This design comes from an exercise in tuning for small area on the open sky130 flow, not from production work.
Only simulation tests tie the RTL to the original design; equivalence was not proved.
Power figures rest on the tool's default switching activity, not on a simulated workload.

File: run.sh
#!/bin/bash
# synth_recipe.tcl (not shown) runs the flow's synth.tcl, then flattens the netlist and writes it again
# the make line also repeats each setting of config.mk as NAME=value (left out here)
make -C /OpenROAD-flow-scripts/flow DESIGN_CONFIG=/design/flow/config.mk WORK_HOME=/design/flow/orfs CLKGATE_MAP_FILE= SYNTH_SCRIPT=/design/flow/synth_recipe.tcl finish
File: config.mk
export PLATFORM = sky130hd
export DESIGN_NAME = sampler_hexdump
export DESIGN_NICKNAME = sampler_hexdump
export VERILOG_FILES = /design/flow/design.v
export SDC_FILE = /design/flow/constraint.sdc
export NUM_CORES = 4
export LEC_CHECK = 0
export CAP_MARGIN = 20
export CORE_MARGIN = 2
export CORE_UTILIZATION = 40
export PLACE_DENSITY = 0.6
export SLEW_MARGIN = 20
File: constraint.sdc
create_clock -name core_clock -period 10.0 [get_ports {clk}]
set_input_delay 2.0000 -clock core_clock [delete_from_list [all_inputs] [get_ports {clk}]]
set_output_delay 2.0000 -clock core_clock [all_outputs]
set_load 0.01 [all_outputs]
File: design.v
module vs_unit (
    input  wire        clk,
    input  wire        rst,
    input  wire        start,       
    output wire        idle,
    output wire        done,
    output wire        noread,
    output wire        range,
    output reg  [15:0] result,
    output wire        cc_req,
    output wire [2:0]  cc_op,
    input  wire        cc_ack,
    input  wire [15:0] cc_rdata
);
    localparam [5:0] S_IDLE_D  = 6'o00,    
                     S_IDLE_N  = 6'o10,    
                     S_ENABLE  = 6'o01,
                     S_CONFIG  = 6'o02,
                     S_TRIG    = 6'o03,
                     S_POLL    = 6'o04,
                     S_READ    = 6'o05,
                     S_DISABLE = 6'o06,
                     S_RSTDIS  = 6'o16,
                     S_SETTLE  = 6'o07,
                     S_DIV0    = 6'o45;    
    localparam integer TAP_A = 15;
    localparam integer TAP_B = 12;
    localparam [15:0]  SEED  = 16'h0000;
    localparam [15:0]  M_END = 16'h1dbb, P_END = 16'h1dab;
    reg [5:0]  st;
    reg [22:0] nsum;     
    reg [22:0] rem;      
    wire div = st[5];
    wire nz  = |nsum;
    assign cc_op  = st[2:0];
    assign cc_req = !div && (st[2:0] != 3'd0) && (st[2:0] != 3'd7);
    assign idle   = !div && (st[2:0] == 3'd0);
    assign done   = idle && !st[3];
    assign noread = done && !nz;
    assign range  = done && (nsum >= 23'h7ff94a);
    reg dbit;
    always @(*) begin
        case (st[4:0])
            5'd5, 5'd6, 5'd8, 5'd10, 5'd11, 5'd13, 5'd14, 5'd16, 5'd17: dbit = 1'b1;
            default: dbit = 1'b0;
        endcase
    end
    wire [23:0] rem_sh = {rem, dbit & div};
    wire [23:0] opa = div ? rem_sh : {8'hff, ~cc_rdata};
    wire [23:0] opb = {1'b1, nsum};
    wire [23:0] sum;
    wire [24:0] c;
    assign c[0] = !div;
    genvar i;
    generate
        for (i = 0; i < 24; i = i + 1) begin : g_add
            assign sum[i] = opa[i] ^ opb[i] ^ c[i];
            assign c[i+1] = (opa[i] & opb[i]) | (c[i] & (opa[i] ^ opb[i]));
        end
    endgenerate
    wire        ge     = c[24];
    wire        qbit   = ge && nz;
    wire fb     = ~(result[TAP_A] ^ result[TAP_B]);
    wire m_end  = ((result & M_END) == P_END);
    wire rd_hs  = (st == S_READ) && cc_ack;
    always @(posedge clk) begin
        if (rst) begin
            st <= S_RSTDIS;
        end else if (div) begin
            st <= st + 6'd1;
        end else begin
            case (st[2:0])
                3'd0: if (start) st <= S_ENABLE;
                3'd1: if (cc_ack) st <= S_CONFIG;
                3'd2: if (cc_ack) st <= S_SETTLE;
                3'd3: if (cc_ack) st <= S_POLL;
                3'd4: if (cc_ack && !cc_rdata[0]) st <= S_READ;
                3'd5: if (cc_ack) st <= m_end ? S_DISABLE : S_TRIG;
                3'd6: if (cc_ack) st <= st[3] ? S_IDLE_N : S_DIV0;
                3'd7: if (m_end) st <= S_TRIG;
            endcase
        end
        if (start)
            nsum <= 23'd0;
        else if (rd_hs)
            nsum <= sum[22:0];
        rem <= (div && ge) ? sum[22:0] : rem_sh[22:0];
        if ((st == S_CONFIG) && cc_ack)
            result <= SEED;
        else if ((st == S_SETTLE) || rd_hs || div)
            result <= {result[14:0], div ? qbit : fb};
    end
endmodule
module hr_unit (
    input  wire        clk,
    input  wire        rst,
    input  wire        start,       
    input  wire        cmd_src,
    input  wire [15:0] cmd_offset,
    input  wire [15:0] cmd_count,
    output wire        idle,
    output wire        done,
    output wire        bs_req,
    output wire        bs_src,
    output wire [15:0] bs_pos,
    input  wire        bs_ack,
    input  wire [7:0]  bs_data,
    output wire        sk_valid,
    output reg  [7:0]  sk_data,
    output wire        sk_eol,
    input  wire        sk_ready
);
    localparam [3:0] H_IDLE0 = 4'b0000,    
                     H_IDLE1 = 4'b0001,    
                     H_RD    = 4'b0010,    
                     H_WR    = 4'b0011,    
                     H_TAILW = 4'b0100,    
                     H_ADDR  = 4'b1000,    
                     H_HEXH  = 4'b1001,
                     H_HEXL  = 4'b1010,
                     H_SP    = 4'b1011,
                     H_SEP   = 4'b1100,
                     H_TAILP = 4'b1101,
                     H_CR    = 4'b1110,
                     H_LF    = 4'b1111;
    reg [3:0]   hs;
    reg [15:0]  addr;
    reg [11:0]  hi;       
    reg [3:0]   lo;       
    reg         src;
    reg [3:0]   k;        
    reg [7:0]   cur;      
    reg [3:0]   ph;       
    reg [111:0] ring;     
    function [7:0] hexdigit(input [3:0] n);
        hexdigit = (n <= 4'd9) ? (8'h30 + {4'd0, n}) : (8'h37 + {4'd0, n});
    endfunction
    function [6:0] proj(input [7:0] b);
        proj = (b >= 8'h20 && b <= 8'h7e) ? b[6:0] : 7'h2e;
    endfunction
    wire [3:0] kn     = k + 4'd1;
    wire       hi_nz  = |hi;
    wire       has_k  = hi_nz || (k < lo);       
    wire       has_kn = hi_nz || (kn < lo);      
    wire       match  = (ph == k);
    wire       k15    = (k == 4'd15);
    assign idle     = (hs[3:1] == 3'b000);
    assign done     = (hs == H_IDLE1);
    assign bs_req   = (hs == H_RD);
    assign bs_src   = src;
    assign bs_pos   = addr;
    assign sk_valid = hs[3];
    assign sk_eol   = (hs == H_LF);
    reg [3:0] nib;
    always @(*) begin
        if (hs == H_ADDR) begin
            case (k[1:0])
                2'd3: nib = addr[15:12];
                2'd0: nib = addr[11:8];
                2'd1: nib = addr[7:4];
                default: nib = addr[3:0];
            endcase
        end else begin
            nib = hs[1] ? cur[3:0] : cur[7:4];    
        end
    end
    wire [7:0] hexd   = hexdigit(nib);
    wire       is_hex = (hs == H_ADDR) ? !k15 :
                        (hs == H_HEXH || hs == H_HEXL) ? has_k : 1'b0;
    always @(*) begin
        if (is_hex)
            sk_data = hexd;
        else case (hs)
            H_TAILP: sk_data = {1'b0, cur[6:0]};
            H_CR:    sk_data = 8'h0d;
            H_LF:    sk_data = 8'h0a;
            default: sk_data = 8'h20;
        endcase
    end
    wire wr = (hs == H_WR) && match;
    always @(posedge clk) begin
        ring <= {wr ? proj(cur) : ring[6:0], ring[111:7]};
        if (rst) begin
            hs <= H_IDLE0;
            ph <= 4'd0;
        end else begin
            ph <= ph + 4'd1;
            case (hs)
                H_IDLE0, H_IDLE1:
                    if (start) begin
                        src  <= cmd_src;
                        addr <= cmd_offset;
                        hi   <= cmd_count[15:4];
                        lo   <= cmd_count[3:0];
                        k    <= 4'd11;
                        hs   <= (cmd_count == 16'd0) ? H_IDLE1 : H_ADDR;
                    end
                H_ADDR:
                    if (sk_ready) begin
                        k <= kn;
                        if (k15) hs <= H_RD;
                    end
                H_RD:
                    if (bs_ack) begin
                        cur  <= bs_data;
                        addr <= addr + 16'd1;
                        hs   <= H_HEXH;
                    end
                H_HEXH:
                    if (sk_ready) hs <= H_HEXL;
                H_HEXL:
                    if (sk_ready) hs <= H_SP;
                H_SP:
                    if (sk_ready) hs <= H_WR;
                H_WR:
                    if (match) begin
                        k  <= kn;
                        hs <= k15 ? H_SEP : has_kn ? H_RD : H_HEXH;
                    end
                H_SEP:
                    if (sk_ready) hs <= H_TAILW;
                H_TAILW:
                    if (match) begin
                        cur <= {1'b0, ring[6:0]};
                        hs  <= H_TAILP;
                    end
                H_TAILP:
                    if (sk_ready) begin
                        k  <= kn;
                        hs <= (k15 || !has_kn) ? H_CR : H_TAILW;
                    end
                H_CR:
                    if (sk_ready) hs <= H_LF;
                H_LF:
                    if (sk_ready) begin
                        if (!hi_nz || (hi == 12'd1 && lo == 4'd0)) begin
                            hs <= H_IDLE1;
                        end else begin
                            hi <= hi - 12'd1;
                            k  <= 4'd11;
                            hs <= H_ADDR;
                        end
                    end
                default:
                    hs <= H_IDLE0;
            endcase
        end
    end
endmodule
module sampler_hexdump (
    input  wire        clk,
    input  wire        rst,
    input  wire        cmd_valid,
    input  wire [39:0] cmd_word,
    output wire        cmd_ready,
    output wire [7:0]  status,
    output wire [15:0] result,
    output wire        cc_req,
    output wire [2:0]  cc_op,
    input  wire        cc_ack,
    input  wire [15:0] cc_rdata,
    output wire        bs_req,
    output wire        bs_src,
    output wire [15:0] bs_pos,
    input  wire        bs_ack,
    input  wire [7:0]  bs_data,
    output wire        sk_valid,
    output wire [7:0]  sk_data,
    output wire        sk_eol,
    input  wire        sk_ready
);
    wire is_measure = (cmd_word == 40'h01_0000_0000);
    wire is_render  = (cmd_word[39:33] == 7'b0001000);
    wire vs_idle, hr_idle;
    wire vs_cc_req, hr_bs_req, hr_sk_valid;
    wire vs_done, vs_noread, vs_range, hr_done;
    reg  cmd_err;
    assign cmd_ready = !rst && (is_measure ? vs_idle :
                                is_render  ? hr_idle : 1'b1);
    wire accept = cmd_valid && cmd_ready;
    always @(posedge clk) begin
        if (rst)
            cmd_err <= 1'b0;
        else if (accept && !is_measure && !is_render)
            cmd_err <= 1'b1;
    end
    vs_unit u_vs (
        .clk      (clk),
        .rst      (rst),
        .start    (accept && is_measure),
        .idle     (vs_idle),
        .done     (vs_done),
        .noread   (vs_noread),
        .range    (vs_range),
        .result   (result),
        .cc_req   (vs_cc_req),
        .cc_op    (cc_op),
        .cc_ack   (cc_ack),
        .cc_rdata (cc_rdata)
    );
    hr_unit u_hr (
        .clk        (clk),
        .rst        (rst),
        .start      (accept && is_render),
        .cmd_src    (cmd_word[32]),
        .cmd_offset (cmd_word[31:16]),
        .cmd_count  (cmd_word[15:0]),
        .idle       (hr_idle),
        .done       (hr_done),
        .bs_req     (hr_bs_req),
        .bs_src     (bs_src),
        .bs_pos     (bs_pos),
        .bs_ack     (bs_ack),
        .bs_data    (bs_data),
        .sk_valid   (hr_sk_valid),
        .sk_data    (sk_data),
        .sk_eol     (sk_eol),
        .sk_ready   (sk_ready)
    );
    assign cc_req   = vs_cc_req   && !rst;
    assign bs_req   = hr_bs_req   && !rst;
    assign sk_valid = hr_sk_valid && !rst;
    assign status = {1'b0, cmd_err, hr_done, !hr_idle,
                     vs_range, vs_noread, vs_done, !vs_idle};
endmodule
==> impl_metrics.tcl, run 1 <==
set metrics [dict create \
    status "failed layout checks" \
    so.violations "negative setup slack" \
    synthCells 977 \
    ant_nets 0 \
    synth_edf_count 45 \
    hold_viol 0 \
    crit_type "input pin to register" \
    syn_area_um2 9710 \
    min_period_ns 10.25 \
    setup-violations-final 25 \
    drt_iter0_drc 393 \
    cp.arrival_ns 10.65 \
    cts_inserted_buffers 25 \
    grt_setup_unrepaired "true" \
    max_freq_ghz 0.0976 \
    routedWlPerCell_um 15.8 \
    synthArstFlopShare_pct 0 \
    grt_usage_pct 17.7 \
    synth_area_leaders "dfxtp_1 39%, edfxtp_1 14%, fa_1 4.7%" \
    antenna_found_initial 0 \
    hold_path.class "register to register" \
    fillers 2294 \
    grt-ovfl-total 0 \
    worst_pin_slew_ns 1.03 \
    cts_root_buf "clkbuf_16" \
    start_util_pct 40.3 \
    grt_max_degree 46 \
    diodes 0 \
    drc 0 \
    cp-startpoint "cc_rdata[0]" \
    clk_pin_slew_ns 0.06 \
    slowest_stage "fa_2" \
    drive_above_1_share_pct 13.6 \
    grt_pass1_wl_um 37400 \
    peakVddDrop_v 0.000124 \
    avgSynthCellArea_um2 9.94 \
    ys.flop_type "dfxtp_1" \
    area_growth_pct 28.0 \
    final_util_pct 51.6 \
    crit_fanout 2 \
    die_area_um2 25500 \
    ys_ff_latch 235 \
    skew_ns 0.0103 \
    yosys.area.top_type "dfxtp_1" \
    start_kind "input pin" \
    yosysTopAreaCellShare_pct 39.2 \
    dp_hpwl_um 15900 \
    drt-total-wl_um 22900 \
    required_ns 10.40 \
    die_width_um 160 \
    core_um2 24100 \
    critPathCaptureType "register" \
    clock_latency_ns 0.52 \
    finalCritPeriodShare_pct 102 \
    critPathMostFrequentCell "fa_2" \
    ctsHoldBuffers 0 \
    die_h_um 160 \
    max_slew_margin_pct 31.3 \
    placed_cell_area_um2 11300 \
    yosys_warnings 3 \
    maxCapViolCount 0 \
    ios 127 \
    grt_pass1_vias 7234 \
    fin_ws_ns -0.248 \
    hold_start "u_hr.ring[35]$_DFF_P_" \
    fp-row-count 57 \
    nets 1220 \
    ys_seq_area_share_pct 53.1 \
    critPathMaxStageDelay_ns 0.37 \
    cts_buffer_depth 3 \
    cts_tree "built" \
    place.port_buffers 124 \
    place_congestion 0.808 \
    via_count 7341 \
    r2r-start "u_vs.st[5]$_SDFF_PP0_" \
    p_leak_uw 0.00474 \
    cts_num_sinks 235 \
    firstDrtPassIters 5 \
    finalMaxSlewViolations 0 \
    synth_cell_types 69 \
    vias_per_cell 5.07 \
    power_density_nw_per_um2 264 \
    cts_max_level 1 \
    postLayoutCellArea_um2 12400 \
]
==> synth_stat cells, drive strengths merged (4+ instances only) <==
| cell | number |
|---|---|
| o21a | 6 |
| and3 | 5 |
| o21ai | 86 |
| edfxtp | 45 |
| and2 | 7 |
| nand2 | 120 |
| a211oi | 4 |
| fa | 23 |
| dfxtp | 190 |
| xor2 | 15 |
| o22ai | 5 |
| mux2 | 10 |
| a222oi | 4 |
| o22a | 7 |
| clkbuf | 38 |
| nor2b | 8 |
| or3 | 5 |
| o31ai | 4 |
| nand4 | 14 |
| nand3 | 16 |
| ha | 23 |
| mux2i | 15 |
| a21oi | 56 |
| nor2 | 93 |
| xnor2 | 18 |
| inv | 55 |
| a31oi | 7 |
| a311oi | 5 |
| nor4 | 22 |
| nor3 | 13 |
| nand2b | 7 |
| a21o | 5 |
| buf | 12 |
==> metal layers <==
layer,GRT usage (%),share of wire (%)
met4,6.14,2.9
met1,23.5,45
met2,28.6,46
met3,4.21,6.0
met5,0,0
==> registers in the layout, indices dropped and copies added (netlist names) <==
signal       cells
u_hr.ring      112
u_vs.nsum       23
u_vs.rem        23
u_hr.addr       16
u_vs.result     16
u_hr.hi         12
u_hr.cur         8
u_vs.st          6
u_hr.hs          4
u_hr.k           4
u_hr.lo          4
u_hr.ph          4
cmd_err          1
u_hr.src         1
u_vs.dbit        1
==> cells by family (layout without fill, tap and decap cells) <==
kind of cell    after synthesis  in the layout  share of synthesized area, %
xor+xnor                     33             33                          2.98
simple gates                323            323                          15.8
mux                          25             25                          2.71
flops                       235            235                          53.1
fa+ha+maj                    46             46                          7.70
other cells                   1              2                        0.0386
buf+inv                     105            249                          4.66
compound gates              209            210                          13.1
==> cell type report <==
| type | instances | area [µm²] | share of cell area [%] |
|---|---|---|---|
| Sequential cell | 235 | 5150 | 41.5 |
| Multi-Input combinational cell | 639 | 4350 | 35.0 |
| Timing Repair Buffer | 148 | 1540 | 12.4 |
| Clock buffer | 32 | 662 | 5.32 |
| Tap cell | 324 | 405 | 3.26 |
| Inverter | 55 | 206 | 1.66 |
| Clock inverter | 14 | 119 | 0.956 |
==> worst max-delay path: cells and delay by family <==
kind | cells | cell delay (ns)
and+or+nand+nor | 1 | 0.09
AOI/OAI and AO/OA | 1 | 0.05
adders and majority gates | 23 | 7.65
buffers and inverters | 9 | 0.72
muxes | 1 | 0.13
==> layout by cell type, fill, tap and decap left out, types with 6 or more instances in the layout <==
cell type        synthesis  routed
a21oi_1                 56      56
a31oi_1                  7       7
buf_4                   10      14
clkbuf_1                35       6
clkbuf_16                0      26
clkdlybuf4s50_1          0     122
clkinv_2                 0       6
dfxtp_1                190     190
edfxtp_1                45      45
fa_2                     0      23
ha_1                    23      23
inv_1                   55      51
mux2_2                  10      10
mux2i_1                 15      14
nand2_1                120     103
nand2_2                  0      10
nand2_4                  0       7
nand2b_1                 7       7
nand3_1                 15      15
nand4_1                 13      13
nor2_1                  93      93
nor2b_1                  8       8
nor3_1                  13      13
nor4_1                  19      19
o21ai_0                 84      61
o21ai_1                  2      10
o21ai_2                  0      13
o22a_1                   6       6
xnor2_1                 18      18
xor2_1                  15      15
==> worst paths after layout <==
check	cells past startpoint	slack, ns	end
setup / recovery	35	-0.25	u_vs.rem[0]$_DFF_P_
hold / removal	0	0.32	u_hr.ring[28]$_DFF_P_
setup reg to reg	35	0.74	u_vs.rem[0]$_DFF_P_
hold reg to reg	0	0.32	u_hr.ring[28]$_DFF_P_
==> per-stage QoR <==
step	total power [µW]	hold slack, ns	worst slack [ns]	setup TNS (ns)	std cells
after floorplan	1920	0.310	-0.242	-3.67	978
after global placement	2250	0.310	-0.982	-23.92	1389
after detailed placement	2270	0.312	-1.08	-26.97	1389
after CTS	3220	0.325	-0.149	-2.88	1445
after global routing	3500	0.329	-0.439	-8.59	1447
final	3280	0.324	-0.248	-4.97	1447
==> where the power goes <==
part | internal, µW | switching (µW) | total (µW)
Combinational | 549 | 606 | 1150
Sequential | 1100 | 148 | 1250
Clock | 499 | 373 | 873
==> what timing repair did <==
action / 4_1_cts / 5_1_grt
gates cloned: 4 / 1
gates resized for setup: 21 / 58
setup endpoints to repair: 26 / 25
pin swaps: 5 / 9
buffers inserted: 6 / 3
hold endpoints to repair: 0 / 0
==> run 2, diff against run 1 <==
--- a/design.v
+++ b/design.v
@@ -23,14 +23,14 @@
                      S_RSTDIS  = 6'o16,
                      S_SETTLE  = 6'o07,
-                     S_DIV0    = 6'o45;    
+                     S_DIV0    = 6'o40;    
     localparam integer TAP_A = 15;
-    localparam integer TAP_B = 12;
-    localparam [15:0]  SEED  = 16'h0000;
-    localparam [15:0]  M_END = 16'h1dbb, P_END = 16'h1dab;
+    localparam integer TAP_B = 10;
+    localparam [15:0]  SEED  = 16'hd6d8;
+    localparam [15:0]  M_END = 16'h95ef, P_END = 16'h8187;
     reg [5:0]  st;
-    reg [22:0] nsum;     
+    reg [22:0] nacc;     
     reg [22:0] rem;      
     wire div = st[5];
-    wire nz  = |nsum;
+    wire nz  = !(&nacc);
     assign cc_op  = st[2:0];
     assign cc_req = !div && (st[2:0] != 3'd0) && (st[2:0] != 3'd7);
@@ -38,35 +38,44 @@
     assign done   = idle && !st[3];
     assign noread = done && !nz;
-    assign range  = done && (nsum >= 23'h7ff94a);
-    reg dbit;
-    always @(*) begin
-        case (st[4:0])
-            5'd5, 5'd6, 5'd8, 5'd10, 5'd11, 5'd13, 5'd14, 5'd16, 5'd17: dbit = 1'b1;
-            default: dbit = 1'b0;
-        endcase
-    end
+    assign range  = done && nz && (nacc >= 23'h7ff949);
+    wire dbit = result[15] & !st[4];
+    wire div_end = st[4] & st[3] & st[1];    
     wire [23:0] rem_sh = {rem, dbit & div};
-    wire [23:0] opa = div ? rem_sh : {8'hff, ~cc_rdata};
-    wire [23:0] opb = {1'b1, nsum};
-    wire [23:0] sum;
-    wire [24:0] c;
-    assign c[0] = !div;
+    wire        rd_hs = (st == S_READ) && cc_ack;
+    wire [15:0] nrd   = ~cc_rdata & {16{rd_hs}};
+    wire [22:0] asum;
+    wire [23:0] ac;
+    wire [23:0] diff;
+    wire [24:0] dc;
+    assign ac[0] = rd_hs;
+    assign dc[0] = 1'b1;
     genvar i;
     generate
-        for (i = 0; i < 24; i = i + 1) begin : g_add
-            assign sum[i] = opa[i] ^ opb[i] ^ c[i];
-            assign c[i+1] = (opa[i] & opb[i]) | (c[i] & (opa[i] ^ opb[i]));
+        for (i = 0; i < 16; i = i + 1) begin : g_acc
+            assign asum[i]  = nacc[i] ^ nrd[i] ^ ac[i];
+            assign ac[i+1]  = (nacc[i] & nrd[i]) | (ac[i] & (nacc[i] ^ nrd[i]));
+        end
+        for (i = 16; i < 23; i = i + 1) begin : g_acc_hi
+            wire bw = (i == 16) ? (rd_hs & !ac[16]) : ac[i];
+            assign asum[i]  = nacc[i] ^ bw;
+            if (i < 22) begin : g_bw
+                assign ac[i+1] = bw & !nacc[i];
+            end
+        end
+        for (i = 0; i < 24; i = i + 1) begin : g_div
+            wire b = (i < 23) ? nacc[i] : 1'b1;
+            assign diff[i]  = rem_sh[i] ^ b ^ dc[i];
+            assign dc[i+1]  = (rem_sh[i] & b) | (dc[i] & (rem_sh[i] ^ b));
         end
     endgenerate
-    wire        ge     = c[24];
+    wire        ge     = dc[24];
     wire        qbit   = ge && nz;
     wire fb     = ~(result[TAP_A] ^ result[TAP_B]);
     wire m_end  = ((result & M_END) == P_END);
-    wire rd_hs  = (st == S_READ) && cc_ack;
     always @(posedge clk) begin
         if (rst) begin
             st <= S_RSTDIS;
         end else if (div) begin
-            st <= st + 6'd1;
+            st <= div_end ? S_IDLE_D : st + 6'd1;
         end else begin
             case (st[2:0])
@@ -82,9 +91,9 @@
         end
         if (start)
-            nsum <= 23'd0;
-        else if (rd_hs)
-            nsum <= sum[22:0];
-        rem <= (div && ge) ? sum[22:0] : rem_sh[22:0];
-        if ((st == S_CONFIG) && cc_ack)
+            nacc <= {23{1'b1}};
+        else
+            nacc <= asum;
+        rem <= (div && ge) ? diff[22:0] : rem_sh[22:0];
+        if (((st == S_CONFIG) || (st == S_DISABLE)) && cc_ack)
             result <= SEED;
         else if ((st == S_SETTLE) || rd_hs || div)
@@ -134,5 +143,12 @@
     reg [111:0] ring;     
     function [7:0] hexdigit(input [3:0] n);
-        hexdigit = (n <= 4'd9) ? (8'h30 + {4'd0, n}) : (8'h37 + {4'd0, n});
+        reg g;
+        begin
+            g = n[3] & (n[2] | n[1]);
+            hexdigit = {1'b0, g, !g, !g, n[3] & !g,
+                        n[2] ^ (g & !(n[1] | n[0])),
+                        n[1] ^ (g & !n[0]),
+                        n[0] ^ g};
+        end
     endfunction
     function [6:0] proj(input [7:0] b);
==> flow/run.sh (new file) <==
#!/bin/bash
# Layout flow: the standard ORFS flow (standard.sh) with three changes
# that do not touch the registers or the constraints:
#  1. synthesis is the standard synthesis script, except that ABC maps
#     the combinational logic with an area-oriented script (abc_area.script);
#  2. the port buffers are the smallest buffer cell (buf_1);
#  3. clock-tree synthesis uses clkbuf_8 leaf buffers, larger sink clusters
#     and no dummy loads.
# Each tool's output goes to the ORFS logs under orfs/logs; make's output
# goes to standard.log here.
set -euo pipefail
WD=$(pwd)
FD="$WD/flow"

# synthesis script: ORFS synth.tcl with the ABC script replaced
sed "/synth_preamble.tcl/a set abc_args [lreplace \$abc_args 1 1 $FD/abc_area.script]" \
    "$FLOW_HOME/scripts/synth.tcl" > "$WD/synth_area.tcl"
grep -q "abc_area.script" "$WD/synth_area.tcl"
sed "s#source \$::env(SCRIPTS_DIR)/synth.tcl#source $WD/synth_area.tcl#" \
    "$WD/synth_recipe.tcl" > "$WD/synth_recipe_area.tcl"
grep -q "synth_area.tcl" "$WD/synth_recipe_area.tcl"

export BUFFER_PORTS_ARGS="-buffer_cell sky130_fd_sc_hd__buf_1"
export CTS_ARGS="-sink_clustering_enable -repair_clock_nets -dont_use_dummy_load -sink_clustering_size 16 -sink_clustering_max_diameter 80 -buf_list sky130_fd_sc_hd__clkbuf_8"

bash standard.sh SYNTH_SCRIPT="$WD/synth_recipe_area.tcl" finish > standard.log 2>&1
==> flow/abc_area.script (new file) <==
strash
dch
amap
strash
dch
amap
topo
==> standard.sh (new file) <==
#!/bin/bash
# synth_recipe.tcl (not shown) runs the flow's synth.tcl, then flattens the netlist and writes it again
# the make line also repeats each setting of config.mk as NAME=value (left out here)
make -C /OpenROAD-flow-scripts/flow DESIGN_CONFIG=/design/flow/config.mk WORK_HOME=/design/flow/orfs CLKGATE_MAP_FILE= SYNTH_SCRIPT=/design/flow/synth_recipe.tcl "${@:-finish}"
removed: run.sh
==> run 2 against run 1 <==
Against the previous run: the run now finishes clean; clock power down 49%; first-iteration DRC count down 19%; critical path depth down 1; sequential cell count down 1; sequential power about the same; clock skew up 0.025 ns; largest cell class unchanged.
==> impl_metrics.tcl, run 2 <==
set metrics [dict create \
    status "no timing/DRC/antenna violations" \
    finalMaxSlewViolations 0 \
    grt-ovfl-total 0 \
    synth_cell_types 46 \
    hold_path.class "register to register" \
    synth_compound_area_share_pct 14.9 \
    synthArstFlopShare_pct 0 \
    critical-path-top-delay-family "adder cells" \
    required_ns 10.40 \
    via_count 6583 \
    final_common_cell "dfxtp_1" \
    top_register "u_hr.ring" \
    min_to "u_hr.ring[47]$_DFF_P_" \
    critPathMostFrequentCell "fa_1" \
    fp-row-count 55 \
    min_period_ns 9.61 \
    hold_viol 0 \
    path_buf_inv 8 \
    critPathCaptureType "register" \
    ys_seq_area_share_pct 55.3 \
    r2r_cells 34 \
    fillers 2214 \
    grt_setup_unrepaired "false" \
    drive_above_1_share_pct 4.39 \
    nets 1164 \
    ys.flop_type "dfxtp_1" \
    diodes 0 \
    cts_root_buf "clkbuf_8" \
    drt_iter0_drc 318 \
    critPathMaxStageDelay_ns 0.40 \
    final_util_pct 46.0 \
    yosysMostFrequentCell "dfxtp_1" \
    start_util_pct 40.9 \
    place.port_buffers 124 \
    synthXorXnorAreaFrac_pct 0.0943 \
    ios 127 \
    grt_pass1_wl_um 33700 \
    worst_pin_slew_ns 0.864 \
    synthMuxAreaShare_pct 0 \
    largest_register_ffs 112 \
    dp_hpwl_um 15200 \
    avgSynthCellArea_um2 10.6 \
    crit_type "register to register" \
    crit_fanout 6 \
    max_slew_margin_pct 42.2 \
    grt_max_degree 32 \
    syn_area_um2 9290 \
    synth_top_family_by_area "compound AO/OA/AOI/OAI gates" \
    p_leak_uw 0.00395 \
    finalCritPeriodShare_pct 96.1 \
    max_freq_ghz 0.104 \
    synth_area_leaders "dfxtp_1 41%, edfxtp_1 15%, fa_1 8.2%" \
    die_area_um2 24400 \
    synth-simple-area-share_pct 12.4 \
    skew_ns 0.0349 \
    vias_per_cell 5.02 \
    slowest_stage "fa_1" \
    ys_ff_latch 234 \
    largest_registers "u_hr.ring (112), u_vs.nacc (23), u_vs.rem (23)" \
    start_kind "register" \
    fin_setup_tns_ns 0 \
    final_cells 1311 \
    grt_usage_pct 17.0 \
    die_h_um 156 \
    core_um2 22700 \
    cts_num_sinks 234 \
    yosys.area.top_type "dfxtp_1" \
    routedWlPerCell_um 15.5 \
    r2r-start "u_vs.st[4]$_SDFFE_PP0P_" \
    placed_cell_area_um2 10100 \
    peakVddDrop_v 0.000126 \
    synth_common_cells "189 x dfxtp_1, 110 x clkinv_1, 101 x nor2_1, 62 x o21ai_0, 55 x nand2_1" \
    maxCapViolCount 0 \
    ff2ff_setup_slack_ns 0.39 \
    yosysTopAreaCellShare_pct 40.7 \
    grt_pass1_vias 6535 \
    cts_max_level 1 \
    holdPathStages 0 \
    final_cell_mix "188 x dfxtp_1, 124 x buf_1, 109 x clkinv_1" \
    synthCells 878 \
    yosys_warnings 3 \
    place_congestion 0.880 \
    drc 0 \
    power_density_nw_per_um2 228 \
    antenna_found_initial 0 \
    firstDrtPassIters 5 \
    die_width_um 156 \
    drt-total-wl_um 20300 \
    hold_start "u_hr.ring[54]$_DFF_P_" \
    synth_adder_area_share_pct 12.0 \
    clk_pin_slew_ns 0.11 \
    area_growth_pct 12.4 \
    cts_buffer_depth 3 \
    clock_latency_ns 0.52 \
    setup-violations-final 0 \
    cts_inserted_buffers 18 \
    ant_nets 0 \
    postLayoutCellArea_um2 10400 \
    r2r-end "u_vs.rem[3]$_DFF_P_" \
    dp_cells 1288 \
    synth_edf_count 45 \
    cp.arrival_ns 10.01 \
    cts_tree "built" \
]
-- run 2: cell count changes after synthesis, sizes merged, moves of 19 or more --
cell / before / now
nand2: 120 / 55
o22ai: 5 / 24
a21oi: 56 / 24
or2: 2 / 23
a22o: 2 / 21
inv: 55 / 0
o21ai: 86 / 62
clkbuf: 38 / 0
clkinv: 0 / 110
-- run 2: logic make-up (layout without fill, tap and decap cells) --
group,Yosys count,count (layout)
adder cells (fa/ha/maj),66,66
XOR/XNOR,1,1
flip-flops,234,234
other,1,2
buffers and inverters,120,267
AO/OA/AOI/OAI,205,205
AND/OR/NAND/NOR,251,251
-- run 2: layout make-up --
class	instances	area (µm²)	area share (%)
timing repair buffer	137	567	5.43
sequential	234	5140	49.2
timing repair inverter	2	11.3	0.108
tap	285	357	3.42
clock buffer	18	248	2.37
inverter	110	418	4.00
multi-input combinational	525	3700	35.5
-- run 2: worst max path at each step --
| stage | slack, ns | start | end | cells after the start |
|---|---|---|---|---|
| final | 0.39 | u_vs.st[4]$_SDFFE_PP0P_ | u_vs.rem[3]$_DFF_P_ | 34 |
| after global routing | 0.02 | u_vs.st[4]$_SDFFE_PP0P_ | u_vs.rem[3]$_DFF_P_ | 34 |
| after CTS | 0.04 | u_vs.st[4]$_SDFFE_PP0P_ | u_vs.rem[18]$_DFF_P_ | 33 |
| after detailed placement | -0.07 | u_vs.st[4]$_SDFFE_PP0P_ | u_vs.rem[15]$_DFF_P_ | 33 |
| after global placement | 0.1 | u_vs.st[4]$_SDFFE_PP0P_ | u_vs.rem[8]$_DFF_P_ | 33 |
| after floorplan | 0.03 | u_vs.st[5]$_SDFF_PP0_ | u_vs.rem[10]$_DFF_P_ | 32 |
-- run 2: power by group --
part           internal [µW]  total, µW  switching (µW)
clock                    163        445             282
sequential              1100       1240             137
combinational            285        699             414
-- run 2: per-layer routing --
layer	GRT usage [%]	routed length, µm	vias up	part of all wire (%)
li1	-	-	3358	-
met4	4.02	410	0	2.0
met5	0	0	-	0
met1	23.6	9630	3036	47
met2	27.9	9320	165	46
met3	2.82	944	24	4.6
-- run 2: timing repair --
action	4_1_cts	5_1_grt
resized for setup	1	11
cloned	0	2
setup buffers	0	3
endpoints found under the hold margin	0	0
setup endpoints to repair	21	24
hold buffers	0	0
pin swaps	0	1
-- run 2: worst register-to-register path: cells and delay by family (launching register included) --
kind | cells | cell delay [ns]
buffers and inverters | 8 | 0.68
AOI/OAI and AO/OA | 2 | 0.46
DFF | 1 | 0.36
adders and majority gates | 23 | 7.88
and+or+nand+nor | 1 | 0.11
-- run 2: metrics by stage --
stage / setup slack [ns] / hold slack (ns) / power (µW)
after floorplan: 0.0285 / 0.310 / 1720
after global placement: 0.0981 / 0.310 / 1940
after detailed placement: -0.0745 / 0.312 / 1940
after CTS: 0.0440 / 0.319 / 2390
after global routing: 0.0227 / 0.331 / 2560
final: 0.393 / 0.319 / 2380
==> run 3, diff against run 2 <==
--- a/flow/run.sh
+++ b/flow/run.sh
@@ -22,5 +22,5 @@
 
 export BUFFER_PORTS_ARGS="-buffer_cell sky130_fd_sc_hd__buf_1"
-export CTS_ARGS="-sink_clustering_enable -repair_clock_nets -dont_use_dummy_load -sink_clustering_size 16 -sink_clustering_max_diameter 80 -buf_list sky130_fd_sc_hd__clkbuf_8"
+export CTS_ARGS="-sink_clustering_enable -repair_clock_nets -dont_use_dummy_load -sink_clustering_size 24 -sink_clustering_max_diameter 100 -buf_list sky130_fd_sc_hd__clkbuf_16"
 
 bash standard.sh SYNTH_SCRIPT="$WD/synth_recipe_area.tcl" finish > standard.log 2>&1
==> flow/abc_area.script (replaced) <==
strash
dch
amap
strash
dch
amap
strash
dch
amap
topo
==> run 3 against run 2 <==
Against the previous run: area after synthesis is 0.61% lower; non-clock buffer count rose by 3; synthesized cell count down 2.3%; still clean.
==> impl_metrics.tcl, run 3 <==
set metrics [dict create \
    p_sw_uw 840 \
    grt_max_degree 29 \
    skew_ns 0.0633 \
    power_density_nw_per_um2 237 \
    avgSynthCellArea_um2 10.8 \
    synthArstFlopShare_pct 0 \
    nets 1143 \
    vias_per_cell 5.10 \
    grt_pass1_wl_um 32400 \
    firstDrtPassIters 5 \
    ys_seq_area_share_pct 55.6 \
    hold_viol 0 \
    max_freq_ghz 0.104 \
    pwr-share-clk_pct 21.9 \
    power.total_uw 2490 \
    die_area_um2 24300 \
    synth_area_leaders "dfxtp_1 41%, edfxtp_1 15%, fa_1 8.2%" \
    area_growth_pct 13.8 \
    p_int_uw 1650 \
    maxCapViolCount 0 \
    final_util_pct 46.4 \
    diodes 0 \
    grt-ovfl-total 0 \
    syn_area_um2 9230 \
    drive_above_1_share_pct 3.88 \
    final_common_cell "dfxtp_1" \
    synth_common_cells "189 x dfxtp_1, 99 x clkinv_1, 90 x nor2_1, 61 x o21ai_0, 48 x nand2_1" \
    largest_registers "u_hr.ring (112), u_vs.nacc (23), u_vs.rem (23)" \
    synth-simple-area-share_pct 12.4 \
    ios 127 \
    ant_nets 0 \
    place_congestion 0.846 \
    cts_max_level 1 \
    start_kind "register" \
    dp_hpwl_um 14600 \
    synthMuxAreaShare_pct 0 \
    antenna_found_initial 0 \
    yosys.area.top_type "dfxtp_1" \
    crit_type "register to register" \
    routedWlPerCell_um 15.4 \
    seq_power_share_pct 49.9 \
    cts_tree "built" \
    yosysTopAreaCellShare_pct 41.0 \
    grt_usage_pct 16.5 \
    slowest_stage "fa_1" \
    drc 0 \
    cts_inserted_buffers 14 \
    grt_pass1_vias 6352 \
    cts_root_buf "clkbuf_16" \
    clk_pin_slew_ns 0.09 \
    core_um2 22600 \
    die_h_um 156 \
    fp-row-count 55 \
    yosys_warnings 3 \
    final_cell_mix "189 x dfxtp_1, 124 x buf_1, 98 x clkinv_1" \
    cts_buffer_depth 3 \
    synth_edf_count 45 \
    clock_latency_ns 0.50 \
    fin_setup_tns_ns 0 \
    finalMaxSlewViolations 0 \
    critical-path-top-delay-family "adder cells" \
    combPwrFrac_pct 28.3 \
    largest_register_ffs 112 \
    ys_ff_latch 234 \
    place.port_buffers 124 \
    cp.arrival_ns 9.96 \
    yosysMostFrequentCell "dfxtp_1" \
    synthXorXnorAreaFrac_pct 0 \
    worst_pin_slew_ns 0.900 \
    path_buf_inv 8 \
    peakVddDrop_v 0.000134 \
    critPathCaptureType "register" \
    synth_top_family_by_area "compound AO/OA/AOI/OAI gates" \
    setup-violations-final 0 \
    synth_cell_types 39 \
    finalCritPeriodShare_pct 96.1 \
    min_period_ns 9.61 \
    switching_share_pct 33.8 \
    critPathMostFrequentCell "fa_1" \
    synth_compound_area_share_pct 15.1 \
    synth_adder_area_share_pct 12.0 \
    crit_fanout 12 \
    cts_num_sinks 234 \
    max_slew_margin_pct 39.1 \
    ys.flop_type "dfxtp_1" \
    grt_setup_unrepaired "false" \
    start_util_pct 40.8 \
    drt_iter0_drc 362 \
    top_register "u_hr.ring" \
    critPathMaxStageDelay_ns 0.39 \
    required_ns 10.35 \
    drt-total-wl_um 19800 \
    die_width_um 156 \
    synthCells 858 \
    p_leak_uw 0.00396 \
    status "no timing/DRC/antenna violations" \
    hold_path.class "register to register" \
    via_count 6581 \
]
run 3: final cells by class:
cell class	instances	area, µm²
Clock buffer	14	350
Sequential cell	234	5130
Timing Repair inverter	2	12.5
Multi-Input combinational cell	516	3670
Timing Repair Buffer	140	594
Inverter	99	377
Fill cell	2125	12100
Tap cell	285	357
run 3: routing by layer:
layer | global-route usage (%) | part of all wire, % | vias to the layer above
met5 | 0 | 0 | -
met4 | 3.76 | 1.9 | 0
met3 | 3.11 | 5.5 | 25
met2 | 27.2 | 46 | 161
met1 | 22.7 | 47 | 3078
li1 | - | - | 3317
run 3: logic make-up (layout without fill, tap and decap cells):
family	Yosys count	count (layout)
buffers and inverters	109	255
other	1	2
and+or+nand+nor	243	243
AOI/OAI and AO/OA	205	205
adders and majority gates	66	66
DFF	234	234
run 3: power groups by stage:
| stage | logic [µW] | clock network, µW | registers, µW |
|---|---|---|---|
| floorplan | 481 | 0 | 1250 |
| global placement | 691 | 0 | 1260 |
| detailed placement | 692 | 0 | 1260 |
| CTS | 696 | 564 | 1240 |
| global route | 805 | 596 | 1260 |
| finish | 703 | 543 | 1240 |
run 3: stage by stage:
| stage | hold WS [ns] | cell area, µm² | cells | setup slack [ns] |
|---|---|---|---|---|
| finish | 0.304 | 10500 | 1290 | 0.393 |
| floorplan | 0.310 | 9250 | 859 | 0.0290 |
| global route | 0.310 | 10500 | 1290 | 0.00426 |
| global placement | 0.311 | 10100 | 1271 | 0.154 |
| detailed placement | 0.312 | 10100 | 1272 | 0.0429 |
| CTS | 0.305 | 10400 | 1286 | 0.0463 |
run 3: final timing paths:
path | endpoint | cells after the start | slack [ns] | startpoint
worst max-delay path | u_vs.rem[6]$_DFF_P_ | 34 | 0.39 | u_vs.st[4]$_SDFFE_PP0P_
worst min-delay path | u_hr.ring[15]$_DFF_P_ | 0 | 0.30 | u_hr.ring[22]$_DFF_P_
worst max register to register | u_vs.rem[6]$_DFF_P_ | 34 | 0.39 | u_vs.st[4]$_SDFFE_PP0P_
worst min register to register | u_hr.ring[15]$_DFF_P_ | 0 | 0.30 | u_hr.ring[22]$_DFF_P_
run 3: what timing repair did:
action	CTS	global route
setup buffers	0	2
hold buffers	0	0
setup endpoints to repair	0	24
gates resized for setup	0	13
==> run 4, diff against run 3 <==
--- a/flow/run.sh
+++ b/flow/run.sh
@@ -22,5 +22,5 @@
 
 export BUFFER_PORTS_ARGS="-buffer_cell sky130_fd_sc_hd__buf_1"
-export CTS_ARGS="-sink_clustering_enable -repair_clock_nets -dont_use_dummy_load -sink_clustering_size 24 -sink_clustering_max_diameter 100 -buf_list sky130_fd_sc_hd__clkbuf_16"
+export CTS_ARGS="-sink_clustering_enable -repair_clock_nets -dont_use_dummy_load -sink_clustering_size 12 -sink_clustering_max_diameter 60 -buf_list sky130_fd_sc_hd__clkbuf_8"
 
 bash standard.sh SYNTH_SCRIPT="$WD/synth_recipe_area.tcl" finish > standard.log 2>&1
==> flow/abc_area.script (replaced) <==
strash
dch
amap
strash
dch
amap
topo
==> run 4 against run 3 <==
Against the previous run: sequential share of layout area fell by 0.14 points; area after synthesis rose by 0.61%; sequential power barely moved; register-to-register slack got worse by 0.06 ns; largest cell class unchanged; global-route usage rose by 0.63 points; highest routed layer unchanged; still clean; combinational power fell by 0.6%; routed wire length rose by 2.9%.
==> impl_metrics.tcl, run 4 <==
set metrics [dict create \
    setup-violations-final 0 \
    grt_setup_unrepaired "false" \
    crit_type "register to register" \
    grt_usage_pct 17.1 \
    synth_cell_types 46 \
    firstDrtPassIters 4 \
    cp.arrival_ns 10.07 \
    avgSynthCellArea_um2 10.6 \
    power_density_nw_per_um2 233 \
    hold_viol 0 \
    yosysTopAreaCellShare_pct 40.7 \
    postLayoutCellArea_um2 10500 \
    cts_tree "built" \
    nets 1171 \
    p_int_uw 1610 \
    syn_area_um2 9290 \
    routedWlPerCell_um 15.5 \
    required_ns 10.41 \
    drive_above_1_share_pct 4.94 \
    grt-ovfl-total 0 \
    hold_start "u_hr.ring[9]$_DFF_P_" \
    largest_register_ffs 112 \
    cts_buffer_depth 3 \
    start_kind "register" \
    final_common_cell "dfxtp_1" \
    clock_latency_ns 0.56 \
    finalMaxSlewViolations 0 \
    grt_pass1_wl_um 33900 \
    vias_per_cell 5.04 \
    diodes 0 \
    critPathCaptureType "register" \
    synth_common_cells "189 x dfxtp_1, 110 x clkinv_1, 101 x nor2_1, 62 x o21ai_0, 55 x nand2_1" \
    finalCritPeriodShare_pct 96.6 \
    pwr-share-clk_pct 21.1 \
    r2r-start "u_vs.st[4]$_SDFFE_PP0P_" \
    max_slew_margin_pct 43.8 \
    area_growth_pct 13.4 \
    cts_root_buf "clkbuf_8" \
    r2r_cells 34 \
    final_cells 1318 \
    p_leak_uw 0.00400 \
    hold_path.class "register to register" \
    dp_hpwl_um 15200 \
    slowest_stage "fa_1" \
    drt-total-wl_um 20400 \
    cts_max_level 1 \
    seq_power_share_pct 50.4 \
    yosysMostFrequentCell "dfxtp_1" \
    clk_pin_slew_ns 0.08 \
    ff2ff_setup_slack_ns 0.34 \
    yosys_warnings 3 \
    status "no timing/DRC/antenna violations" \
    fp-row-count 55 \
    via_count 6642 \
    die_area_um2 24400 \
    die_h_um 156 \
    max_freq_ghz 0.103 \
    drt_iter0_drc 355 \
    largest_registers "u_hr.ring (112), u_vs.nacc (23), u_vs.rem (23)" \
    combPwrFrac_pct 28.5 \
    top_register "u_hr.ring" \
    yosys.area.top_type "dfxtp_1" \
    ys.flop_type "dfxtp_1" \
    start_util_pct 40.9 \
    die_width_um 156 \
    drc 0 \
    final_cell_mix "188 x dfxtp_1, 124 x buf_1, 109 x clkinv_1" \
    min_to "u_hr.ring[2]$_DFF_P_" \
    cts_inserted_buffers 25 \
    fin_ws_ns 0.336 \
    synth_area_leaders "dfxtp_1 41%, edfxtp_1 15%, fa_1 8.2%" \
    grt_max_degree 32 \
    crit_fanout 6 \
    ys_seq_area_share_pct 55.3 \
    dp_cells 1288 \
    core_um2 22700 \
    synthArstFlopShare_pct 0 \
    place_congestion 0.880 \
    grt_pass1_vias 6589 \
    final_util_pct 46.4 \
    placed_cell_area_um2 10100 \
    place.port_buffers 124 \
    synth_edf_count 45 \
    synthCells 878 \
    antenna_found_initial 0 \
    holdPathStages 0 \
    worst_pin_slew_ns 0.841 \
    skew_ns 0.0518 \
    critPathMaxStageDelay_ns 0.40 \
    ant_nets 0 \
    maxCapViolCount 0 \
    ys_ff_latch 234 \
    critPathMostFrequentCell "fa_1" \
    pre_cts_ws_ns -0.0745 \
    cts_num_sinks 234 \
    peakVddDrop_v 0.000144 \
    ctsHoldBuffers 0 \
    ios 127 \
    switching_share_pct 34.6 \
    min_period_ns 9.66 \
    r2r-end "u_vs.rem[4]$_DFF_P_" \
    p_sw_uw 848 \
]
[run 4: cell types whose count changed in the layout (fill, tap and decap cells not counted), moves of 7 or more]
cell       before  now
clkinv_1       98  109
clkbuf_16      14    0
o22a_1         21    9
clkbuf_8        0   25
nand2_1        48   55
nor2_1         90  101
[run 4: through the flow]
stage | hold WS (ns) | power, µW | TNS, ns
after floorplan | 0.310 | 1720 | 0
after global placement | 0.310 | 1940 | 0
after detailed placement | 0.312 | 1940 | -1.41
after CTS | 0.295 | 2470 | 0
after global routing | 0.299 | 2640 | 0
final | 0.303 | 2450 | 0
[run 4: area by class of cell]
type / instances / area, µm²
multi-input combinational: 525 / 3700
tap: 285 / 357
timing repair buffer: 137 / 567
sequential: 234 / 5140
clock buffer: 25 / 344
inverter: 110 / 418
fill: 2197 / 12200
timing repair inverter: 2 / 11.3
[run 4: repair_timing]
| action | in CTS | in global routing |
|---|---|---|
| buffers inserted | 0 | 3 |
| hold endpoints to repair | 0 | 0 |
| endpoints found under the setup margin | 21 | 24 |
| gates cloned | 0 | 2 |
| pin swaps | 0 | 1 |
| resized for setup | 1 | 10 |
[run 4: routing by layer]
| metal | share of wire (%) | track usage [%] | vias to the layer above | wire, µm |
|---|---|---|---|---|
| met1 | 47 | 23.4 | 3092 | 9520 |
| li1 | - | - | 3371 | - |
| met5 | 0 | 0 | - | 0 |
| met4 | 2.2 | 4.02 | 0 | 440 |
| met3 | 4.9 | 3.30 | 34 | 1000 |
| met2 | 46 | 28.2 | 145 | 9430 |
[run 4: cells by family after synthesis]
logic type | share of synthesized area, %
compound gates | 14.9
other cells | 0.0404
fa+ha+maj | 12.0
xor+xnor | 0.0943
simple gates | 12.4
flops | 55.3
buf+inv | 5.26
[run 4: worst max-delay path: cells and delay by family (launching register included)]
kind	cells	cell delay [ns]
adders and majority gates	23	7.93
buffers and inverters	8	0.69
AOI/OAI and AO/OA	2	0.47
DFF	1	0.35
and+or+nand+nor	1	0.11
[run 4: how the worst max path moves through the flow]
stage / from / endpoint / slack [ns] / cells after the start
detailed placement: u_vs.st[4]$_SDFFE_PP0P_ / u_vs.rem[15]$_DFF_P_ / -0.07 / 33
CTS: u_vs.st[4]$_SDFFE_PP0P_ / u_vs.rem[4]$_DFF_P_ / 0.06 / 33
global route: u_vs.st[4]$_SDFFE_PP0P_ / u_vs.rem[4]$_DFF_P_ / 0.005 / 34
floorplan: u_vs.st[5]$_SDFF_PP0_ / u_vs.rem[10]$_DFF_P_ / 0.03 / 32
finish: u_vs.st[4]$_SDFFE_PP0P_ / u_vs.rem[4]$_DFF_P_ / 0.34 / 34
global placement: u_vs.st[4]$_SDFFE_PP0P_ / u_vs.rem[8]$_DFF_P_ / 0.1 / 33
[run 4: power by group through the flow]
stage,Combinational (µW),Sequential (µW),Clock [µW]
CTS,691,1240,541
detailed placement,684,1260,0
finish,699,1240,519
global placement,681,1260,0
global route,802,1260,578
floorplan,477,1240,0
==> run 5, diff against run 4 <==
--- a/flow/run.sh
+++ b/flow/run.sh
@@ -22,5 +22,5 @@
 
 export BUFFER_PORTS_ARGS="-buffer_cell sky130_fd_sc_hd__buf_1"
-export CTS_ARGS="-sink_clustering_enable -repair_clock_nets -dont_use_dummy_load -sink_clustering_size 12 -sink_clustering_max_diameter 60 -buf_list sky130_fd_sc_hd__clkbuf_8"
+export CTS_ARGS="-sink_clustering_enable -repair_clock_nets -dont_use_dummy_load -sink_clustering_size 14 -sink_clustering_max_diameter 70 -buf_list sky130_fd_sc_hd__clkbuf_8"
 
 bash standard.sh SYNTH_SCRIPT="$WD/synth_recipe_area.tcl" finish > standard.log 2>&1
==> flow/abc_area.script (replaced) <==
strash
dch
amap
strash
dch
amap
strash
dch
amap
topo
==> run 5 against run 4 <==
Against the previous run: clock power down 7.7%; highest routed layer unchanged; synthesized cell count decreased by 2.3%; count of clock-buffer cells in the layout fell by 4; global-route usage down 0.56 points; core utilization shrank 0.21 points; critical path depth unchanged; maximum frequency is 0.59% higher; cell count shrank 1.6%.
==> impl_metrics.tcl, run 5 <==
set metrics [dict create \
    antenna_found_initial 0 \
    synthArstFlopShare_pct 0 \
    ys.flop_type "dfxtp_1" \
    yosys.area.top_type "dfxtp_1" \
    postLayoutCellArea_um2 10500 \
    avgSynthCellArea_um2 10.8 \
    yosysMostFrequentCell "dfxtp_1" \
    grt_max_degree 29 \
    drt-total-wl_um 20000 \
    core_um2 22600 \
    ys_seq_area_share_pct 55.6 \
    diodes 0 \
    largest_registers "u_hr.ring (112), u_vs.nacc (23), u_vs.rem (23)" \
    synthCells 858 \
    drive_above_1_share_pct 4.64 \
    required_ns 10.42 \
    p_leak_uw 0.00394 \
    ant_nets 0 \
    crit_type "register to register" \
    start_kind "register" \
    hold_viol 0 \
    cts_root_buf "clkbuf_8" \
    top_layer "met4" \
    start_util_pct 40.8 \
    die_h_um 156 \
    wl_met3_um 1070 \
    grt-ovfl-total 0 \
    hold_path.class "register to register" \
    timing.hold.ws_ns 0.323 \
    skew_ns 0.0489 \
    cts_inserted_buffers 21 \
    grt_setup_unrepaired "false" \
    met2_length_um 9050 \
    pre_cts_ws_ns 0.0429 \
    finalMaxSlewViolations 0 \
    synth_common_cells "189 x dfxtp_1, 99 x clkinv_1, 90 x nor2_1, 61 x o21ai_0, 48 x nand2_1" \
    final_cell_mix "189 x dfxtp_1, 124 x buf_1, 98 x clkinv_1" \
    grt_usage_pct 16.6 \
    vias_per_cell 5.10 \
    setup-violations-final 0 \
    place_congestion 0.846 \
    area_growth_pct 13.3 \
    drc 0 \
    yosysTopAreaCellShare_pct 41.0 \
    finalCritPeriodShare_pct 96.1 \
    cts_tree "built" \
    fin_setup_tns_ns 0 \
    peakVddDrop_v 0.000137 \
    ys_ff_latch 234 \
    yosys_warnings 3 \
    status "no timing/DRC/antenna violations" \
    top_register "u_hr.ring" \
    grt_pass1_vias 6437 \
    wl_met1_um 9440 \
    min_period_ns 9.61 \
    dp_hpwl_um 14600 \
    die_width_um 156 \
    firstDrtPassIters 5 \
    worst_pin_slew_ns 0.916 \
    maxCapViolCount 0 \
    fin_ws_ns 0.393 \
    clock_latency_ns 0.52 \
    cts_num_sinks 234 \
    drt_iter0_drc 306 \
    crit_fanout 12 \
    critPathCaptureType "register" \
    routedWlPerCell_um 15.4 \
    largest_register_ffs 112 \
    fp-row-count 55 \
    cts_buffer_depth 3 \
    max_freq_ghz 0.104 \
    cp.arrival_ns 10.03 \
    die_area_um2 24300 \
    grt_pass1_wl_um 32600 \
    nets 1150 \
    cts_max_level 1 \
    synth_cell_types 39 \
    slowest_stage "fa_1" \
    power.total_uw 2420 \
    synth_area_leaders "dfxtp_1 41%, edfxtp_1 15%, fa_1 8.2%" \
    critPathMaxStageDelay_ns 0.39 \
    critPathMostFrequentCell "fa_1" \
    placed_cell_area_um2 10100 \
    synth_edf_count 45 \
    syn_area_um2 9230 \
    ios 127 \
    place.port_buffers 124 \
    final_common_cell "dfxtp_1" \
    clk_pin_slew_ns 0.09 \
    max_slew_margin_pct 38.8 \
    via_count 6610 \
    power_density_nw_per_um2 232 \
]
==> run 5: cell count changes after synthesis, sizes merged, moves of 4 or more <==
cell,delta
o22a,+12
clkinv,-11
nor2,-11
a2111oi,-4
nand2,-7
==> run 5: area by class of cell <==
type | instances | area, µm²
inverter | 99 | 377
sequential | 234 | 5130
clock buffer | 21 | 289
multi-input combinational | 516 | 3680
tap | 285 | 357
fill | 2123 | 12200
timing repair inverter | 2 | 12.5
timing repair buffer | 140 | 607
==> run 5: logic make-up (layout without fill, tap and decap cells) <==
logic type | count (synthesis) | count (layout) | synth area share (%)
and+or+nand+nor | 243 | 243 | 12.4
DFF | 234 | 234 | 55.6
AOI/OAI and AO/OA | 205 | 205 | 15.1
buffers and inverters | 109 | 262 | 4.84
adders and majority gates | 66 | 66 | 12.0
other | 1 | 2 | 0.0406
==> run 5: timing repair <==
item | 4_1_cts | 5_1_grt
gates resized for setup | 0 | 14
buffers inserted | 0 | 2
setup endpoints to repair | 0 | 24
hold buffers | 0 | 0
==> run 5: critical path, delay by kind of cell (launching register included) <==
kind	cells	cell delay, ns
adder cells (fa/ha/maj)	23	7.93
buffers and inverters	8	0.65
AO/OA/AOI/OAI	2	0.48
flip-flops	1	0.34
AND/OR/NAND/NOR	1	0.11
==> run 5: power breakdown <==
part / switching, µW / total, µW / internal [µW]
combinational: 411 / 706 / 295
sequential: 137 / 1240 / 1100
clock: 291 / 479 / 188
total: 839 / 2420 / 1590
==> run 5: per-layer routing <==
metal,GRT usage (%),vias to the layer above
li1,-,3331
met5,0,-
met3,3.47,33
met1,22.6,3098
met2,27.2,148
met4,3.93,0
==> run 5: final timing paths <==
| check | from | to | slack [ns] | cells past startpoint |
|---|---|---|---|---|
| worst min register to register | u_hr.ring[87]$_DFF_P_ | u_hr.ring[80]$_DFF_P_ | 0.32 | 0 |
| worst max-delay path | u_vs.st[4]$_SDFFE_PP0P_ | u_vs.rem[8]$_DFF_P_ | 0.39 | 34 |
| worst max register to register | u_vs.st[4]$_SDFFE_PP0P_ | u_vs.rem[8]$_DFF_P_ | 0.39 | 34 |
| worst min-delay path | u_hr.ring[87]$_DFF_P_ | u_hr.ring[80]$_DFF_P_ | 0.32 | 0 |
==> run 5: through the flow <==
stage          utilization, %  instances
6_report                 46.2       1297
5_1_grt                  46.2       1297
4_1_cts                  45.9       1293
3_5_place_dp             44.6       1272
3_3_place_gp             44.6       1271
2_1_floorplan               -        859
==> run 6, diff against run 5 <==
--- a/flow/run.sh
+++ b/flow/run.sh
@@ -22,4 +22,5 @@
 
 export BUFFER_PORTS_ARGS="-buffer_cell sky130_fd_sc_hd__buf_1"
+export RECOVER_POWER=100
 export CTS_ARGS="-sink_clustering_enable -repair_clock_nets -dont_use_dummy_load -sink_clustering_size 14 -sink_clustering_max_diameter 70 -buf_list sky130_fd_sc_hd__clkbuf_8"
 
==> run 6 against run 5 <==
Against the previous run: area after synthesis stayed put; first-iteration DRC count is 5.6% higher; largest power group unchanged; still clean on timing, DRC and antenna; sequential power hardly changed; global-route usage stayed put.
==> impl_metrics.tcl, run 6 <==
set metrics [dict create \
    maxCapViolCount 0 \
    synthCells 858 \
    critPathCaptureType "register" \
    placed_cell_area_um2 10100 \
    die_area_um2 24300 \
    largest_register_ffs 112 \
    critPathMaxStageDelay_ns 0.39 \
    min_to "u_hr.ring[80]$_DFF_P_" \
    dp_cells 1272 \
    syn_area_um2 9230 \
    p_leak_uw 0.00391 \
    start_util_pct 40.8 \
    ant_nets 0 \
    synth_top_family_by_area "compound AO/OA/AOI/OAI gates" \
    via_count 6608 \
    drt-total-wl_um 20000 \
    synth_compound_area_share_pct 15.1 \
    area_growth_pct 12.9 \
    avgSynthCellArea_um2 10.8 \
    clock_latency_ns 0.52 \
    hold_start "u_hr.ring[87]$_DFF_P_" \
    yosysMostFrequentCell "dfxtp_1" \
    dp_hpwl_um 14600 \
    synth_common_cells "189 x dfxtp_1, 99 x clkinv_1, 90 x nor2_1, 61 x o21ai_0, 48 x nand2_1" \
    synthArstFlopShare_pct 0 \
    synth_adder_area_share_pct 12.0 \
    max_slew_margin_pct 32.9 \
    critPathMostFrequentCell "fa_1" \
    yosys_warnings 3 \
    synth_cell_types 39 \
    core_um2 22600 \
    final_cells 1297 \
    grt_max_degree 29 \
    die_width_um 156 \
    top_register "u_hr.ring" \
    synth_edf_count 45 \
    r2r-end "u_vs.rem[13]$_DFF_P_" \
    required_ns 10.42 \
    cp-startpoint "u_vs.st[4]$_SDFFE_PP0P_" \
    grt_usage_pct 16.6 \
    yosysTopAreaCellShare_pct 41.0 \
    min_period_ns 9.62 \
    synthXorXnorAreaFrac_pct 0 \
    power_density_nw_per_um2 232 \
    skew_ns 0.0503 \
    cts_buffer_depth 3 \
    peakVddDrop_v 0.000137 \
    synth-simple-area-share_pct 12.4 \
    drive_above_1_share_pct 3.75 \
    cts_max_level 1 \
    holdPathStages 0 \
    fin_setup_tns_ns 0 \
    grt_pass1_wl_um 32600 \
    fp-row-count 55 \
    place_congestion 0.846 \
    synthMuxAreaShare_pct 0 \
    largest_registers "u_hr.ring (112), u_vs.nacc (23), u_vs.rem (23)" \
    cts_num_sinks 234 \
    ys_ff_latch 234 \
    grt-ovfl-total 0 \
    nets 1150 \
    grt_setup_unrepaired "false" \
    ys_seq_area_share_pct 55.6 \
    ff2ff_setup_slack_ns 0.38 \
    ios 127 \
    slowest_stage "fa_1" \
    cts_tree "built" \
    yosys.area.top_type "dfxtp_1" \
    finalMaxSlewViolations 0 \
    max_freq_ghz 0.104 \
    setup-violations-final 0 \
    place.port_buffers 124 \
    crit_type "register to register" \
    firstDrtPassIters 5 \
    r2r_cells 34 \
    die_h_um 156 \
    crit_fanout 6 \
    postLayoutCellArea_um2 10400 \
    antenna_found_initial 0 \
    start_kind "register" \
    final_cell_mix "189 x dfxtp_1, 124 x buf_1, 98 x clkinv_1" \
    ys.flop_type "dfxtp_1" \
    cts_root_buf "clkbuf_8" \
    diodes 0 \
    hold_viol 0 \
    cp.arrival_ns 10.03 \
    cts_inserted_buffers 21 \
    drt_iter0_drc 323 \
    routedWlPerCell_um 15.4 \
    synth_area_leaders "dfxtp_1 41%, edfxtp_1 15%, fa_1 8.2%" \
    vias_per_cell 5.09 \
    finalCritPeriodShare_pct 96.2 \
    r2r-start "u_vs.st[4]$_SDFFE_PP0P_" \
    clk_pin_slew_ns 0.09 \
    drc 0 \
    status "no timing/DRC/antenna violations" \
    hold_path.class "register to register" \
    final_common_cell "dfxtp_1" \
    grt_pass1_vias 6437 \
    worst_pin_slew_ns 1.01 \
]
-- run 6: cell count changes in the layout (fill, tap and decap cells not counted), sizes merged --
cell and change:
buf -9, clkbuf +9
-- run 6: area by class of cell --
type / instances / area (µm²)
Multi-Input combinational cell: 516 / 3680
Clock buffer: 21 / 289
Timing Repair inverter: 2 / 10.0
Tap cell: 285 / 357
Fill cell: 2123 / 12200
Sequential cell: 234 / 5130
Timing Repair Buffer: 140 / 576
Inverter: 99 / 377
-- run 6: kinds of logic (layout without fill, tap and decap cells) --
family	after synthesis	after routing
other cells	1	2
simple gates	243	243
compound gates	205	205
buf+inv	109	262
flops	234	234
fa+ha+maj	66	66
-- run 6: power by group --
part | total [µW] | internal (µW) | switching, µW
Clock | 480 | 188 | 292
Combinational | 700 | 289 | 411
Sequential | 1240 | 1100 | 137
Total | 2420 | 1580 | 840
-- run 6: per-layer routing --
metal	up-vias	routed length, µm	global-route usage [%]
met5	-	0	0
met4	0	433	3.93
met3	31	1050	3.47
met2	141	9050	27.2
met1	3107	9470	22.6
li1	3329	-	-
-- run 6: worst max path at each step --
stage                                   to  slack [ns]  cells after the start
4_1_cts                u_vs.rem[2]$_DFF_P_        0.06                     33
3_3_place_gp           u_vs.rem[8]$_DFF_P_        0.15                     33
2_1_floorplan         u_vs.rem[10]$_DFF_P_        0.03                     32
5_1_grt               u_vs.rem[13]$_DFF_P_       0.009                     34
3_5_place_dp   u_vs.result[0]$_SDFFE_PP0P_        0.04                     34
6_report              u_vs.rem[13]$_DFF_P_        0.38                     34
-- run 6: timing repair --
item | 4_1_cts | 5_1_grt
hold buffers | 0 | 0
buffers inserted | 0 | 2
gates resized for setup | 0 | 14
endpoints found under the setup margin | 0 | 24
-- run 6: metrics by stage --
step / worst slack (ns) / hold slack [ns] / power [µW] / utilization [%]
2_1_floorplan: 0.0290 / 0.310 / 1730 / -
3_3_place_gp: 0.154 / 0.311 / 1950 / 44.6
3_5_place_dp: 0.0429 / 0.312 / 1950 / 44.6
4_1_cts: 0.0560 / 0.324 / 2440 / 45.9
5_1_grt: 0.00851 / 0.325 / 2600 / 46.0
6_report: 0.382 / 0.323 / 2420 / 46.0
-- run 6: critical path: cells and delay by family, from the launching register on --
family | cells | cell delay (ns)
adder cells (fa/ha/maj) | 23 | 7.93
buffers and inverters | 8 | 0.65
AO/OA/AOI/OAI | 2 | 0.49
flip-flops | 1 | 0.34
AND/OR/NAND/NOR | 1 | 0.11

==> afterwards: timing with drivers on the ports <==
Ports are ideal in the flow. The routed layouts listed here were re-timed in OpenROAD.
Step 1 sets driving cells, clkbuf_16 on the clock port and buf_2 on the other inputs (assumed; they add their load-dependent delay and slew).
Step 2 moves the port delays by t, midway between the first and last clock arrival at a register: inputs arrive t later, outputs are due t later. That takes back most of the time a late clock gives input paths.
a / b / c = no drivers / after step 1 / after step 2; a / b = the first two.
| run | t (ns) | setup WS [ns] | cell pins on the clock port's net |
|---|---|---|---|
| run 1 | 0.562 | -0.248 / -0.238 / -0.800 | 1 |
| run 2 | 0.537 | 0.393 / 0.393 / 0.326 | 1 |
| run 3 | 0.516 | 0.393 / 0.393 / 0.305 | 1 |
| run 4 | 0.556 | 0.336 / 0.336 / 0.328 | 1 |
| run 5 | 0.545 | 0.393 / 0.393 / 0.330 | 1 |
| run 6 | 0.544 | 0.382 / 0.382 / 0.297 | 1 |
For run 1, which loses most, drivers alone change the setup slack by +0.010 ns; drivers and shift together by -0.552 ns.
